This is an optimization exercise on Yosys and OpenROAD, whose aim is small area, a short achievable clock period and few clock cycles, not a production implementation.
Only simulation tests tie the RTL to the original design; equivalence was not proved.

`run.sh`:
```
#!/bin/bash
# synth_recipe.tcl (not shown) runs the flow's synth.tcl, then flattens the netlist and writes it again
# the make line also repeats each setting of config.mk as NAME=value (left out here)
make -C /OpenROAD-flow-scripts/flow DESIGN_CONFIG=/design/flow/config.mk WORK_HOME=/design/flow/orfs CLKGATE_MAP_FILE= SYNTH_SCRIPT=/design/flow/synth_recipe.tcl finish
```
`config.mk`:
```
export PLATFORM = sky130hd
export DESIGN_NAME = gf2_unit
export DESIGN_NICKNAME = gf2_unit
export VERILOG_FILES = /design/flow/design.v
export SDC_FILE = /design/flow/constraint.sdc
export NUM_CORES = 4
export LEC_CHECK = 0
export ABC_AREA = 1
export CAP_MARGIN = 20
export CORE_MARGIN = 2
export CORE_UTILIZATION = 35
export PLACE_DENSITY = 0.55
export SETUP_SLACK_MARGIN = 3.5
export SLEW_MARGIN = 20
```
`constraint.sdc`:
```
create_clock -name core_clock -period 8.0 [get_ports {clk}]
set_input_delay 1.6000 -clock core_clock [delete_from_list [all_inputs] [get_ports {clk}]]
set_output_delay 1.6000 -clock core_clock [all_outputs]
set_load 0.01 [all_outputs]
```
`design.v`:
```
module gf2_unit (
    input  wire        clk,
    input  wire        rst,       
    input  wire        start,     
    input  wire [2:0]  op,
    input  wire [63:0] a,         
    input  wire [63:0] b,         
    input  wire [63:0] m,         
    input  wire [6:0]  n,         
    output wire        ready,
    output reg         done,
    output wire [63:0] result,
    output wire        fault
);
    localparam integer K   = 8;           
    localparam integer KI  = 4;           
    localparam integer NCH = 64 / K;      
    localparam [6:0] C32  = 32 / K - 1,
                     C64  = 64 / K - 1,
                     C128 = 128 / K - 1;
    localparam [2:0] OP_CLMUL    = 3'd0,
                     OP_CLMULH   = 3'd1,
                     OP_GFDIV    = 3'd2,
                     OP_GFMOD    = 3'd3,
                     OP_GFMULMOD = 3'd4,
                     OP_GFINV    = 3'd5,
                     OP_GFDIVX32 = 3'd6;
    localparam [2:0] S_IDLE = 3'd0,
                     S_MUL  = 3'd1,
                     S_DIV  = 3'd2,
                     S_MONT = 3'd3,
                     S_INV  = 3'd4;
    reg [2:0]   state;
    reg [2:0]   op_r;
    reg [6:0]   n_r;
    reg [6:0]   cnt;
    reg         flt;
    reg         invr;              
    reg [7:0]   delta;             
    reg [63:0]  X, M, OH;
    reg [127:0] Z;
    reg [1:0]   VX, RX;            
    reg [K-1:0] GAM, MU;           
    assign ready = (state == S_IDLE);
    function [63:0] lead1;
        input [63:0] v;
        reg   [7:0]  g, gl;
        reg   [63:0] loc;
        integer      q, r;
        begin
            for (q = 0; q < 8; q = q + 1) begin
                g[q] = |v[8*q +: 8];
                for (r = 0; r < 8; r = r + 1)
                    loc[8*q+r] = v[8*q+r] && ((r == 7) ? 1'b1 : !(|(v[8*q +: 8] >> (r + 1))));
            end
            for (q = 0; q < 8; q = q + 1)
                gl[q] = g[q] && ((q == 7) ? 1'b1 : !(|(g >> (q + 1))));
            for (q = 0; q < 64; q = q + 1)
                lead1[q] = loc[q] && gl[q / 8];
        end
    endfunction
    wire        ld_mul  = (op == OP_CLMUL) || (op == OP_CLMULH) || (op == OP_GFMULMOD);
    wire [63:0] ld_src  = ld_mul ? b : a;                  
    wire [63:0] ld_div  = (op == OP_GFMULMOD) ? m : b;     
    reg  [NCH-1:0] ch_nz;
    reg  [2:0]     ld_top;       
    reg  [1:0]     ld_pn;
    integer        c0;
    always @* begin
        for (c0 = 0; c0 < NCH; c0 = c0 + 1)
            ch_nz[c0] = ld_mul ? |b[c0*K +: K] : |a[c0*K +: K];
        ld_top = 3'd0;
        for (c0 = 1; c0 < NCH; c0 = c0 + 1)
            if (ch_nz[c0]) ld_top = c0;
        if (ld_mul || b[63:K] != {(64-K){1'b0}} && b[63:2*K] == {(64-2*K){1'b0}})
            ld_pn = 2'd1;
        else if (b[63:K] == {(64-K){1'b0}})
            ld_pn = 2'd2;
        else
            ld_pn = (ld_top == 3'd0) ? 2'd1 : 2'd0;
    end
    reg  [63+2*K:0] ld_sh;
    integer         c1;
    always @* begin
        ld_sh = {{(2*K){1'b0}}, ld_src};
        for (c1 = 0; c1 < 3; c1 = c1 + 1)
            if (!ld_top[c1]) ld_sh = ld_sh << ((1 << c1) * K);
        if (ld_pn == 2'd0)      ld_sh = ld_sh << (2 * K);
        else if (ld_pn == 2'd1) ld_sh = ld_sh << K;
    end
    wire        a_one   = (a == 64'd1);
    wire        a_zero  = (a == 64'd0);
    wire        b_le1   = (b[63:1] == 63'd0);
    wire        inv_spc = (op == OP_GFINV) && (a_zero || b_le1);
    wire        x32_spc = (op == OP_GFDIVX32) && !b[0];
    wire        ld_flt  = (op == OP_GFINV) ?
                              (a_zero || (b == 64'd0 && !a_one) || (!b_le1 && !b[0] && !a[0])) :
                          (op == OP_GFDIVX32) ? !b[0] : 1'b0;
    wire [63:0] ohM = lead1(M);
    reg  [5:0]  dM;                 
    reg  [K-1:0] bet, gam, mu;
    reg          acc;
    integer      i, j;
    always @* begin
        dM = 6'd0;
        for (i = 0; i < 64; i = i + 1)
            if (ohM[i]) dM = dM | i[5:0];
        bet[0] = 1'b1;
        for (j = 1; j < K; j = j + 1) begin
            acc = 1'b0;
            for (i = j; i < 64; i = i + 1)
                acc = acc | (M[i-j] & ohM[i]);
            bet[j] = acc;
        end
        gam[0] = 1'b1;
        for (j = 1; j < K; j = j + 1) begin
            acc = 1'b0;
            for (i = 1; i <= j; i = i + 1)
                acc = acc ^ (bet[i] & gam[j-i]);
            gam[j] = acc;
        end
        mu[0] = 1'b1;
        for (j = 1; j < K; j = j + 1) begin
            acc = 1'b0;
            for (i = 1; i <= j; i = i + 1)
                acc = acc ^ (M[i] & mu[j-i]);
            mu[j] = acc;
        end
    end
    wire [63+K:0] E = {X, Z[127:128-K]};
    reg  [K-1:0]  dc, dt, mt;
    reg           acc2;
    integer       i2, j2;
    always @* begin
        for (j2 = 0; j2 < K; j2 = j2 + 1) begin
            acc2 = 1'b0;
            for (i2 = 0; i2 < 64; i2 = i2 + 1)
                acc2 = acc2 | (E[K-1-j2+i2] & OH[i2]);
            dc[j2] = acc2;
        end
        for (j2 = 0; j2 < K; j2 = j2 + 1) begin
            acc2 = dc[j2];
            for (i2 = 0; i2 < j2; i2 = i2 + 1)
                acc2 = acc2 ^ (dc[i2] & GAM[j2-i2]);
            dt[j2] = acc2;
            acc2 = X[j2];
            for (i2 = 0; i2 < j2; i2 = i2 + 1)
                acc2 = acc2 ^ (X[i2] & MU[j2-i2]);
            mt[j2] = acc2;
        end
    end
    wire          use_m = (state != S_MUL);
    wire [63:0]   Y     = use_m ? M : X;
    reg  [K-1:0]  coef;
    reg  [62+K:0] arr;
    integer       j3;
    always @* begin
        for (j3 = 0; j3 < K; j3 = j3 + 1)
            coef[j3] = (state == S_MUL)  ? Z[128-K+j3] :
                       (state == S_MONT) ? mt[j3] : dt[K-1-j3];
        arr = {(63+K){1'b0}};
        for (j3 = 0; j3 < K; j3 = j3 + 1)
            arr = arr ^ ({{(K-1){1'b0}}, Y & {64{coef[j3]}}} << j3);
    end
    wire [127:0]  z_mul  = (Z << K) ^ {{(65-K){1'b0}}, arr};
    wire [62+K:0] mont_s = {{(K-1){1'b0}}, X} ^ arr;
    wire [63:0]   mont_x = {1'b0, mont_s[62+K:K]};
    wire [63:0] Fr = M, Gr = X;
    wire [65:0] Vr = {VX, Z[63:0]}, Rr = {RX, Z[127:64]};
    reg  [KI-1:0] gw, fw, gs, ss, ngw;
    reg  [7:0]  dl, dl2;
    reg  [63:0] F2, G2, tF;
    reg  [65:0] V2, R2, tV;
    integer     p;
    always @* begin
        for (p = 0; p < KI; p = p + 1) begin
            gw[KI-1-p] = |(Gr & (OH >> p));
            fw[KI-1-p] = |(Fr & (OH >> p));
        end
        dl = delta;
        for (p = 0; p < KI; p = p + 1) begin
            gs[p] = gw[KI-1];
            ss[p] = !dl[7] && gw[KI-1];
            dl    = ss[p] ? ~dl : dl + 8'd1;
            ngw   = (gw ^ (fw & {KI{gw[KI-1]}})) << 1;
            if (ss[p]) fw = gw;
            gw    = ngw;
        end
        dl2 = dl;
        F2 = Fr; G2 = Gr; V2 = Vr; R2 = Rr;
        for (p = 0; p < KI; p = p + 1) begin
            tF = F2;
            if (ss[p]) F2 = G2;
            G2 = (G2 ^ (tF & {64{gs[p]}})) << 1;
            tV = V2;
            V2 = (ss[p] ? R2 : V2) >> 1;
            R2 = R2 ^ (tV & {66{gs[p]}});
        end
    end
    wire        inv_odd = (KI == 4) && dM[0];
    wire [65:0] r_init  = inv_odd ? {ohM, 2'b00} : {2'b00, ohM};
    wire [6:0]  inv_cnt = (KI == 4) ? {2'b0, dM[5:1]} + {6'd0, dM[0]} - 7'd1
                                    : {1'b0, dM} - 7'd1;
    wire [63:0] nmask = (n_r >= 7'd64) ? {64{1'b1}} : ~({64{1'b1}} << n_r[5:0]);
    wire   res_x  = (op_r == OP_GFMOD) || (op_r == OP_GFMULMOD) || (op_r == OP_GFDIVX32);
    assign result = res_x ? (X & nmask) : (op_r == OP_CLMULH) ? Z[127:64] : Z[63:0];
    assign fault  = flt || (invr && (M != OH));
    wire last = (cnt == 7'd0);
    always @(posedge clk) begin
        done <= 1'b0;
        if (rst) begin
            state <= S_IDLE;
        end else begin
            case (state)
            S_IDLE:
                if (start) begin
                    if (inv_spc || x32_spc) done  <= 1'b1;
                    else if (ld_mul)        state <= S_MUL;
                    else                    state <= S_DIV;
                end
            S_MUL:
                if (last) begin
                    if (op_r == OP_GFMULMOD) state <= S_DIV;
                    else begin done <= 1'b1; state <= S_IDLE; end
                end
            S_DIV:
                if (last) begin
                    if (op_r == OP_GFINV)         state <= S_INV;
                    else if (op_r == OP_GFDIVX32) state <= S_MONT;
                    else begin done <= 1'b1; state <= S_IDLE; end
                end
            default:  
                if (last) begin done <= 1'b1; state <= S_IDLE; end
            endcase
        end
    end
    always @(posedge clk) begin
        OH    <= (state == S_IDLE) ? 64'd0 : ohM;
        GAM   <= gam;
        MU    <= mu;
        delta <= dl2;
        cnt   <= cnt - 7'd1;
        case (state)
        S_IDLE: begin
            op_r <= op;
            n_r  <= (op == OP_GFDIVX32) ? 7'd64 : n;
            flt  <= ld_flt;
            invr <= (op == OP_GFINV) && !inv_spc;
            M    <= ld_div;
            X    <= ld_mul ? a : {{(64-K){1'b0}}, ld_sh[63+2*K:64+K]};
            cnt  <= (ld_pn == 2'd0) ? {4'd0, ld_top - 3'd1} :
                    (ld_pn == 2'd1 || ld_mul) ? {4'd0, ld_top} : {4'd0, ld_top} + 7'd1;
            Z    <= {ld_sh[63+K:K], ld_sh[K-1:0] & {K{!inv_spc}},
                     {(63-K){1'b0}}, inv_spc && a_one};
        end
        S_MUL: begin
            Z <= z_mul;
            if (last) begin
                X <= 64'd0;
                if (op_r == OP_GFMULMOD && z_mul[127:64] == 64'd0) begin
                    Z   <= {z_mul[63:0], 64'd0};
                    cnt <= C64;
                end else begin
                    cnt <= C128;
                end
            end
        end
        S_DIV: begin
            X <= E[63:0] ^ arr[63:0];
            Z <= {Z[127-K:0], coef};    
            if (last) begin
                if (op_r == OP_GFINV) Z <= {r_init[63:0], 64'd0};
                RX    <= r_init[65:64];
                VX    <= 2'b00;
                delta <= 8'hff;
                cnt   <= (op_r == OP_GFINV) ? inv_cnt : C32;
            end
        end
        S_MONT: begin
            X <= mont_x;
            Z <= {Z[127-K:0], coef};
        end
        default: begin  
            M  <= F2;
            X  <= G2;
            Z  <= {R2[63:0], V2[63:0]};
            RX <= R2[65:64];
            VX <= V2[65:64];
        end
        endcase
    end
endmodule
```
==> run notes, run 1 <==
Syn Std Cell Area=~63000 µm²; Gate Count Post-Synth=roughly 12000; sequential share of the synthesized area=0.1407; CTS max path bufs=3; syn avg cell area=between 5 and 6 µm²; most area-consuming cells after synthesis=nand2_1 25%, nand3_1 9.2%, dfxtp_1 7.2%, edfxtp_1 6.9%, o21ai_0 6.8%; XOR/XNOR Fraction of Synth Area=0.08900; EDFF count, synth=143; number of placement rows=155; Num CTS Buffers=between 50 and 60; ys flop type=dfxtp_1; synth cell count leaders=4172 x nand2_1, 1149 x nand3_1, 1030 x inv_1; post-detail-place hpwl=451600 µm; Compound-Gate Fraction of Synth Area=0.1710; Synthesis Warnings=1; clk sink count=between 300 and 400; cell with the most instances after synthesis=nand2_1; stage reached=global routing (5_1_grt); post-synthesis adder-cell area fraction=0.003202; count of cell types in the netlist=77; syn_nets=11887; area share of the largest cell type after synthesis=0.2504; root buf cell=clkbuf_16; Chip Width=426.7 µm; CTS Hold Bufs=0; routability cong.=between 1 and 1.5; error msg=[ERROR GRT-0232] Routing congestion too high. Check the congestion heatmap in the GUI.; Post-Synth Simple-Gate Area=0.4682; port buffer count=between 200 and 300; die height=around 430 µm; Post-synth ARST share=0; mux contribution to synthesized area=0; I/O pins=272; FF+latch count, synth=about 370; H-Tree Depth=2; initial core utilization=0.3512; largest net degree at the start of global routing=between 100 and 150; largest family of logic cells by synthesized area=simple AND/OR/NAND/NOR gates; status=did not finish; Total GRT Usage=0.6964; largest area contributor in the netlist=nand2_1; grt ovf=5
through the flow:
| step | instances | setup slack [ns] | area [µm²] |
|---|---|---|---|
| after floorplan | 11666 | 3.502 | 62680 |
| after detailed placement | 14074 | 1.639 | 69180 |
| after global placement | 14070 | 1.492 | 69140 |
| after CTS | 14592 | 3.250 | 80110 |
worst max path at each step:
stage,from,end,cells after the start,slack [ns]
after floorplan,a[52],Z[100]$_DFF_P_,21,3.50
after global placement,op[2],Z[106]$_DFF_P_,18,1.49
after detailed placement,X[56]$_DFFE_PP_,X[5]$_DFFE_PP_,24,1.64
after CTS,M[33]$_DFFE_PN_,fault,8,3.25
cells by family after synthesis:
group | after synthesis
adders and majority gates | 16
and+or+nand+nor | 6896
DFF | 368
buffers and inverters | 1870
AOI/OAI and AO/OA | 1887
xor gates and xnor gates | 629
metal layers:
| layer | GRT usage | GRT overflow |
|---|---|---|
| met4 | 0.6685 | 1 |
| met1 | 0.7065 | 0 |
| met2 | 0.8486 | 4 |
| met3 | 0.5494 | 0 |
| met5 | 0.3013 | 0 |
timing repair:
action,in CTS
cloned,44
endpoints found under the hold margin,0
pin swaps,110
setup endpoints to repair,344
resized for setup,1224
setup buffers,374
Testbench counts, summed over its fixed seeds: cycles 11,250.
==> run 2: changes to the inputs <==
--- a/config.mk
+++ b/config.mk
@@ -11,4 +11,4 @@
 export CORE_UTILIZATION = 35
 export PLACE_DENSITY = 0.55
-export SETUP_SLACK_MARGIN = 3.5
+export SETUP_SLACK_MARGIN = 4.5
 export SLEW_MARGIN = 20
==> run notes, run 2 <==
Gate Count Post-Synth=between 10000 and 15000; area share of the largest cell type after synthesis=0.2504; port buffer count=271; H-Tree Depth=2; routability cong.=approximately 1.2; most area-consuming cells after synthesis=nand2_1 25%, nand3_1 9.2%, dfxtp_1 7.2%, edfxtp_1 6.9%, o21ai_0 6.8%; Chip Width=about 430 µm; syn_nets=11887; root buf cell=clkbuf_16; status=did not finish; cell with the most instances after synthesis=nand2_1; sequential share of the synthesized area=0.1407; largest net degree at the start of global routing=around 140; synth cell count leaders=4172 x nand2_1, 1149 x nand3_1, 1030 x inv_1; Num CTS Buffers=59; die height=roughly 430 µm; Syn Std Cell Area=62530 µm²; initial core utilization=0.3512; error msg=[ERROR GRT-0116] Global routing finished with congestion. Check the congestion regions in the DRC Viewer.; Synthesis Warnings=1; stage reached=global routing (5_1_grt); Post-synth ARST share=0; largest area contributor in the netlist=nand2_1; FF+latch count, synth=368; grt ovf=between 100 and 150; clk sink count=between 300 and 400; I/O pins=~270; CTS Hold Bufs=0; vias in the first global route=approximately 100000; CTS max path bufs=3; Placement Cell Area=about 69000 µm²; count of cell types in the netlist=between 70 and 80; Total GRT Usage=0.7363; syn avg cell area=approximately 5.4 µm²; number of placement rows=155; first-pass GRT wire length=between 900000 and 1000000 µm; EDFF count, synth=about 140; post-detail-place hpwl=roughly 450000 µm; ys flop type=dfxtp_1
## run 2: logic make-up after synthesis
| family | synth area share |
|---|---|
| and+or+nand+nor | 0.4682 |
| AOI/OAI and AO/OA | 0.1710 |
| buffers and inverters | 0.1279 |
| xor gates and xnor gates | 0.08900 |
| DFF | 0.1407 |
| adders and majority gates | 0.003202 |
## run 2: through the flow
stage	util	std cells	hold WS, ns	setup WS (ns)
4_1_cts	0.5147	15025	0.5066	3.180
3_5_place_dp	0.3850	14013	0.4973	1.596
3_3_place_gp	0.3849	14012	0.5033	1.386
2_1_floorplan	-	11666	0.4728	3.593
## run 2: routing by layer
layer  GRT usage  overflow
met5      0.3280         0
met4      0.6833        59
met3      0.5969         2
met2      0.8837        82
met1      0.7560         1
## run 2: how the worst max path moves through the flow
stage	startpoint	to	slack (ns)	cells after the start
after floorplan	a[34]	Z[77]$_DFF_P_	3.59	22
after global placement	op[0]	X[3]$_DFFE_PP_	1.39	22
after detailed placement	op[0]	Z[77]$_DFF_P_	1.60	22
after CTS	M[52]$_DFFE_PN_	fault	3.18	8
## run 2: timing repair
item                                     CTS
pin swaps                                464
setup buffers                            758
gates resized for setup                 3014
endpoints found under the setup margin   432
gates cloned                             142
==> run 3: changes to the inputs <==
--- a/config.mk
+++ b/config.mk
@@ -9,6 +9,6 @@
 export CAP_MARGIN = 20
 export CORE_MARGIN = 2
-export CORE_UTILIZATION = 35
-export PLACE_DENSITY = 0.55
-export SETUP_SLACK_MARGIN = 4.5
+export CORE_UTILIZATION = 25
+export PLACE_DENSITY = 0.45
+export SETUP_SLACK_MARGIN = 3.5
 export SLEW_MARGIN = 20
==> run notes, run 3 <==
status=complete, no violations; Final Max Tran Viols=0; root buf cell=clkbuf_16; Final nets=13069; RSZ-0062 raised after global routing=yes; Hold Path Class=flop to flop; most area-consuming cells after synthesis=nand2_1 25%, nand3_1 9.2%, dfxtp_1 7.2%, edfxtp_1 6.9%, o21ai_0 6.8%; most common cell after layout, fill and taps aside=nand2_1; worst skew pair latency=~0.80 ns; CP delay by family, top=buffers and inverters; Least-Margin Pin Slew=between 1 and 1.5 ns; sequential share of the synthesized area=0.1407; setup_tns=0 ns; Slew headroom=0.1655; CTS tree=done; FF+latch count, synth=around 370; Num CTS Buffers=60; synth cell count leaders=4172 x nand2_1, 1149 x nand3_1, 1030 x inv_1; core area=248700 µm²; vias in the first global route=approximately 86000; Post-synth ARST share=0; Tmin final=between 5 and 6 ns; Synthesis Warnings=1; Iteration-0 DRC Markers=18059; initial antenna violation count=between 100 and 150; Top reg by flops=Z; Crit-path slowest cell=edfxtp_1; max reg flops=128; clk sink count=368; syn_nets=roughly 12000; die height=504.1 µm; drt pass-1 iters=12; Syn Std Cell Area=roughly 63000 µm²; CP arrival=3.54 ns; syn avg cell area=5.360 µm²; Chip Width=between 500 and 600 µm; Largest stage delay, worst path=0.48 ns; number of placement rows=183; residual DRC count=0; I/O pins=around 270; Gate Count Post-Synth=11666; CP max FO=11; count of cell types in the netlist=between 70 and 80; WS Path Type=flop to output port; critical-path cell list=buf_4 -> buf_4 -> xor2_1 -> nor4_2 -> nand4_1 -> o31ai_4 -> nand2_2 -> buf_6; DR vias/cell=between 6 and 7; CTS Hold Bufs=0; final setup fails=0; H-Tree Depth=2; first-pass GRT wire length=896800 µm; Placed Cells=~15000; Hold Vio Cnt, Final=0; CTS max path bufs=3; Setup crit end kind=output port; max_cap viols=0; clk slew on worst S/H paths=approximately 0.050 ns; post-detail-place hpwl=between 500000 and 600000 µm; area share of the largest cell type after synthesis=0.2504; ys flop type=dfxtp_1; Syn-to-layout area delta=56.47%; Layout Cells excl Fill=about 16000; final wirelength=between 700000 and 800000 µm; Critical Path RT=6.40 ns; grt ovf=0; wire per inst=45.11 µm; most frequent cells in the layout=3546 x nand2_1, 900 x inv_1, 884 x buf_4; largest net degree at the start of global routing=roughly 120; worst path bufs/invs=3; port buffer count=271; Filler cells=27145; ANT nets after route=0; clk_skew=about 0.084 ns; layout cell share with drive strength beyond 1=0.2898; crit start category=flop; cell with the most instances after synthesis=nand2_1; vias=102638; Total GRT Usage=0.5306; largest area contributor in the netlist=nand2_1; fmax=194.4 MHz; EDFF count, synth=~140; initial core utilization=0.2515; Die Area=~250000 µm²; routability cong.=about 1.2; fin crit share=0.6430; crit-path most repeated cell=buf_4
-- run 3: final cells by class --
cell class                 count  area, µm²  share of cell area
multi-input combinational   9441      56030              0.5727
clock inverter                29      315.3            0.003223
tap                         3330       4167             0.04259
sequential                   368       8859             0.09054
timing repair buffer        1833      21510              0.2198
timing repair inverter         2      20.02           0.0002046
inverter                    1142       4853             0.04961
antenna                      106      265.3            0.002711
clock buffer                  84       1819             0.01859
-- run 3: repair_timing --
item | in CTS | in global routing
pin swaps | 204 | 509
endpoints found under the setup margin | 346 | 319
setup buffers | 408 | 338
resized for setup | 1571 | 1994
gates cloned | 72 | 59
-- run 3: logic make-up (layout without fill, tap and decap cells) --
| kind of cell | after synthesis | in the layout | synth area share |
|---|---|---|---|
| buf+inv | 1870 | 3090 | 0.1279 |
| simple gates | 6896 | 6909 | 0.4682 |
| compound gates | 1887 | 1887 | 0.1710 |
| xor+xnor | 629 | 629 | 0.08900 |
| flops | 368 | 368 | 0.1407 |
| fa+ha+maj | 16 | 16 | 0.003202 |
| other cells | 0 | 106 | 0 |
-- run 3: worst paths after layout --
kind	start	slack, ns	cells after the start	endpoint
worst min-delay path	cnt[6]$_DFF_P_	0.52	2	cnt[6]$_DFF_P_
worst min register to register	cnt[6]$_DFF_P_	0.52	2	cnt[6]$_DFF_P_
worst max-delay path	M[1]$_DFFE_PN_	2.86	8	fault
worst max register to register	state[0]$_SDFFE_PP0P_	3.05	27	Z[35]$_DFF_P_
-- run 3: routing by layer --
| metal | track usage | routed length, µm | vias to the layer above | part of all wire |
|---|---|---|---|---|
| li1 | - | - | 40494 | - |
| met1 | 0.6175 | 259700 | 49195 | 0.35 |
| met2 | 0.7218 | 278800 | 9752 | 0.38 |
| met3 | 0.2257 | 109100 | 3157 | 0.15 |
| met4 | 0.5003 | 88630 | 40 | 0.12 |
| met5 | 0 | 714 | - | 0.00097 |
-- run 3: per-stage QoR --
| stage | cell area, µm² | util | setup WS, ns | hold WS, ns |
|---|---|---|---|---|
| floorplan | 62680 | - | 3.502 | 0.4728 |
| global placement | 71920 | 0.2892 | 1.430 | 0.5130 |
| detailed placement | 71920 | 0.2892 | 1.459 | 0.5080 |
| CTS | 85550 | 0.3441 | 3.082 | 0.5169 |
| global route | 97600 | 0.3925 | 3.066 | 0.5710 |
| finish | 97840 | 0.3935 | 2.856 | 0.5249 |
-- run 3: tightest hold or removal path, delay by kind of cell, from the launching register on --
family | cells | cell delay (ns)
compound gates | 1 | 0.10
flops | 1 | 0.30
simple gates | 1 | 0.07
==> run 4: changes to the inputs <==
--- a/config.mk
+++ b/config.mk
@@ -9,6 +9,6 @@
 export CAP_MARGIN = 20
 export CORE_MARGIN = 2
-export CORE_UTILIZATION = 25
-export PLACE_DENSITY = 0.45
-export SETUP_SLACK_MARGIN = 3.5
+export CORE_UTILIZATION = 30
+export PLACE_DENSITY = 0.5
+export SETUP_SLACK_MARGIN = 2.5
 export SLEW_MARGIN = 20
==> run notes, run 4 <==
post-detail-place hpwl=roughly 500000 µm; most frequent cells in the layout=4122 x nand2_1, 1104 x nand3_1, 1000 x inv_1; most area-consuming cells after synthesis=nand2_1 25%, nand3_1 9.2%, dfxtp_1 7.2%, edfxtp_1 6.9%, o21ai_0 6.8%; worst path bufs/invs=5; core area=around 210000 µm²; ANT nets after route=0; area share of the largest cell type after synthesis=0.2504; vias=roughly 98000; H-Tree Depth=2; fmax=about 170 MHz; crit start category=flop; Post-synth ARST share=0; largest area contributor in the netlist=nand2_1; wire per inst=a little over 40 µm; routability cong.=1.248; most common cell after layout, fill and taps aside=nand2_1; R2R Path End=X[42]$_DFFE_PP_; drt pass-1 iters=13; Hold Path End=cnt[6]$_DFF_P_; RR Startpoint=M[57]$_DFFE_PN_; Hold Path Class=flop to flop; max_cap viols=0; CP delay by family, top=simple AND/OR/NAND/NOR gates; port buffer count=271; Critical Path RT=8.48 ns; Syn Std Cell Area=62530 µm²; R2R depth=19; root buf cell=clkbuf_16; first-pass GRT wire length=801200 µm; FF+latch count, synth=368; Setup crit end kind=flop; number of placement rows=167; Slew headroom=0.07279; Die Area=212100 µm²; Final Max Tran Viols=0; Chip Width=460.5 µm; clk_skew=0.08514 ns; setup slack, reg-to-reg=~2.2 ns; sequential share of the synthesized area=0.1407; grt ovf=0; Hold Vio Cnt, Final=0; Top reg by flops=Z; post-route cell area=between 70000 and 80000 µm²; initial core utilization=0.3020; CTS max path bufs=3; synth cell count leaders=4172 x nand2_1, 1149 x nand3_1, 1030 x inv_1; critical-path cell list=clkinv_2 -> o22ai_1 -> nor4_1 -> nand3_1 -> nor2_1 -> nand4_1 -> buf_4 -> nand2_2 -> xnor2_1 -> xor2_4 -> inv_2 -> nor2_4 -> buf_12 -> buf_4 -> o21ai_1 -> nor2_1 -> nand2_1 -> nand3_1 -> nand4_1; count of cell types in the netlist=77; Largest stage delay, worst path=1.01 ns; max reg flops=about 130; RSZ-0062 raised after global routing=yes; I/O pins=approximately 270; syn_nets=between 10000 and 15000; die height=roughly 460 µm; Crit-path slowest cell=edfxtp_1; EDFF count, synth=between 100 and 150; launch point of the worst path=M[57]$_DFFE_PN_; Hold Path Cell Cnt=2; Num CTS Buffers=57; final setup fails=0; syn avg cell area=roughly 5.4 µm²; setup_tns=0 ns; fin crit share=0.7254; Total GRT Usage=0.5628; Placement Cell Area=just over 70000 µm²; WS Path Type=flop to flop; CP max FO=19; HP Start=cnt[6]$_DFF_P_; Synthesis Warnings=1; final setup margin=~2.2 ns; initial antenna violation count=108; Tmin final=about 5.8 ns; cell with the most instances after synthesis=nand2_1; layout cell share with drive strength beyond 1=0.1251; Syn-to-layout area delta=23.20%; CTS tree=done; Iteration-0 DRC Markers=~19000; ys flop type=dfxtp_1; status=complete, no violations; final wirelength=628500 µm; DR vias/cell=about 6.4; vias in the first global route=between 80000 and 90000; Least-Margin Pin Slew=1.383 ns; largest net degree at the start of global routing=approximately 120; clk sink count=between 300 and 400; clk slew on worst S/H paths=about 0.060 ns; Crit path depth=19; Gate Count Post-Synth=around 12000; worst skew pair latency=0.84 ns; worst slack, placed=~1.4 ns; CP arrival=between 6 and 7 ns; Final nets=12455; residual DRC count=0
[run 4: cell types whose count changed in the layout (fill, tap and decap cells not counted), sizes merged, moves of 2 or more]
cell	change
buf	-564
clkdlybuf4s50	+79
clkbuf	-60
clkinvlp	-42
inv	+42
dlymetal6s2s	-25
diode	-24
dlygate4sd2	-18
bufbuf	-12
nand2	-9
clkdlybuf4s15	-7
bufinv	+3
clkinv	-2
[run 4: metal layers]
layer	wire, µm	GRT usage	vias to the layer above
met5	744	0.006889	-
met4	76780	0.5368	62
met3	100900	0.3048	2928
met2	234000	0.7492	9407
met1	216000	0.6250	46098
li1	-	-	39094
[run 4: cell families (layout without fill, tap and decap cells)]
group                      Yosys count  in the layout  share of synthesized area
buffers and inverters             1870           2484                     0.1279
DFF                                368            368                     0.1407
xor gates and xnor gates           629            629                    0.08900
and+or+nand+nor                   6896           6898                     0.4682
other                                0             82                          0
AOI/OAI and AO/OA                 1887           1887                     0.1710
adders and majority gates           16             16                   0.003202
[run 4: area by class of cell]
type / count / area [µm²]
diodes: 82 / 205.2
repair buffers: 1235 / 11310
inverters: 1142 / 4441
fillers: 23189 / 130000
clock inverters: 32 / 366.6
multi-input cells: 9430 / 46790
flip-flops and latches: 368 / 8823
well taps: 2788 / 3488
clock buffers: 75 / 1618
[run 4: how the worst max path moves through the flow]
stage / end / slack (ns)
final: X[42]$_DFFE_PP_ / 2.20
after global routing: X[12]$_DFFE_PP_ / 2.40
after CTS: X[26]$_DFFE_PP_ / 2.48
after detailed placement: M[13]$_DFFE_PN_ / 1.42
after global placement: Z[77]$_DFF_P_ / 1.39
after floorplan: Z[77]$_DFF_P_ / 2.91
[run 4: what timing repair did]
item	in CTS	in global routing
setup buffers	91	55
gates cloned	2	4
pin swaps	4	15
gates resized for setup	98	185
endpoints found under the setup margin	335	293
hold buffers	0	0
[run 4: worst min-delay path, cell delays in order, from the launching register on]
cell and delay (ns):
dfxtp_1 0.30, nand2_1 0.08, a31oi_1 0.08
[run 4: through the flow]
stage / instances / hold slack, ns / utilization
after floorplan: 11666 / 0.4728 / -
after global placement: 14808 / 0.4963 / 0.3481
after detailed placement: 14809 / 0.5006 / 0.3482
after CTS: 15009 / 0.5087 / 0.3643
after global routing: 15086 / 0.5602 / 0.3712
final: 15152 / 0.5102 / 0.3720

[port drivers added, routing unchanged]
How much do the figures lean on ideal ports? The routed layouts below were timed once more, with nothing changed but the port constraints.
Step 1, drivers: a clkbuf_16 drives clk and a buf_2 each remaining input, both assumed.
Step 2, shift: input delay + t, output delay - t, t = (earliest + latest rising clock arrival at the registers) / 2. This alone moves slack from input paths to output paths.
Three values: ideal, step 1, step 2; two values: the first two.
run | t, ns | slack for setup (ns) | latest minus earliest clock arrival (ns)
run 3 | 0.863 | 2.856 / 2.752 / 2.549 | 0.085 / 0.085
run 4 | 0.891 | 2.196 / 2.196 / 1.728 | 0.086 / 0.085
After both steps every run listed still meets setup and hold. For run 4, which loses most, drivers alone change the setup slack by 0.000 ns; drivers and shift together by -0.468 ns.
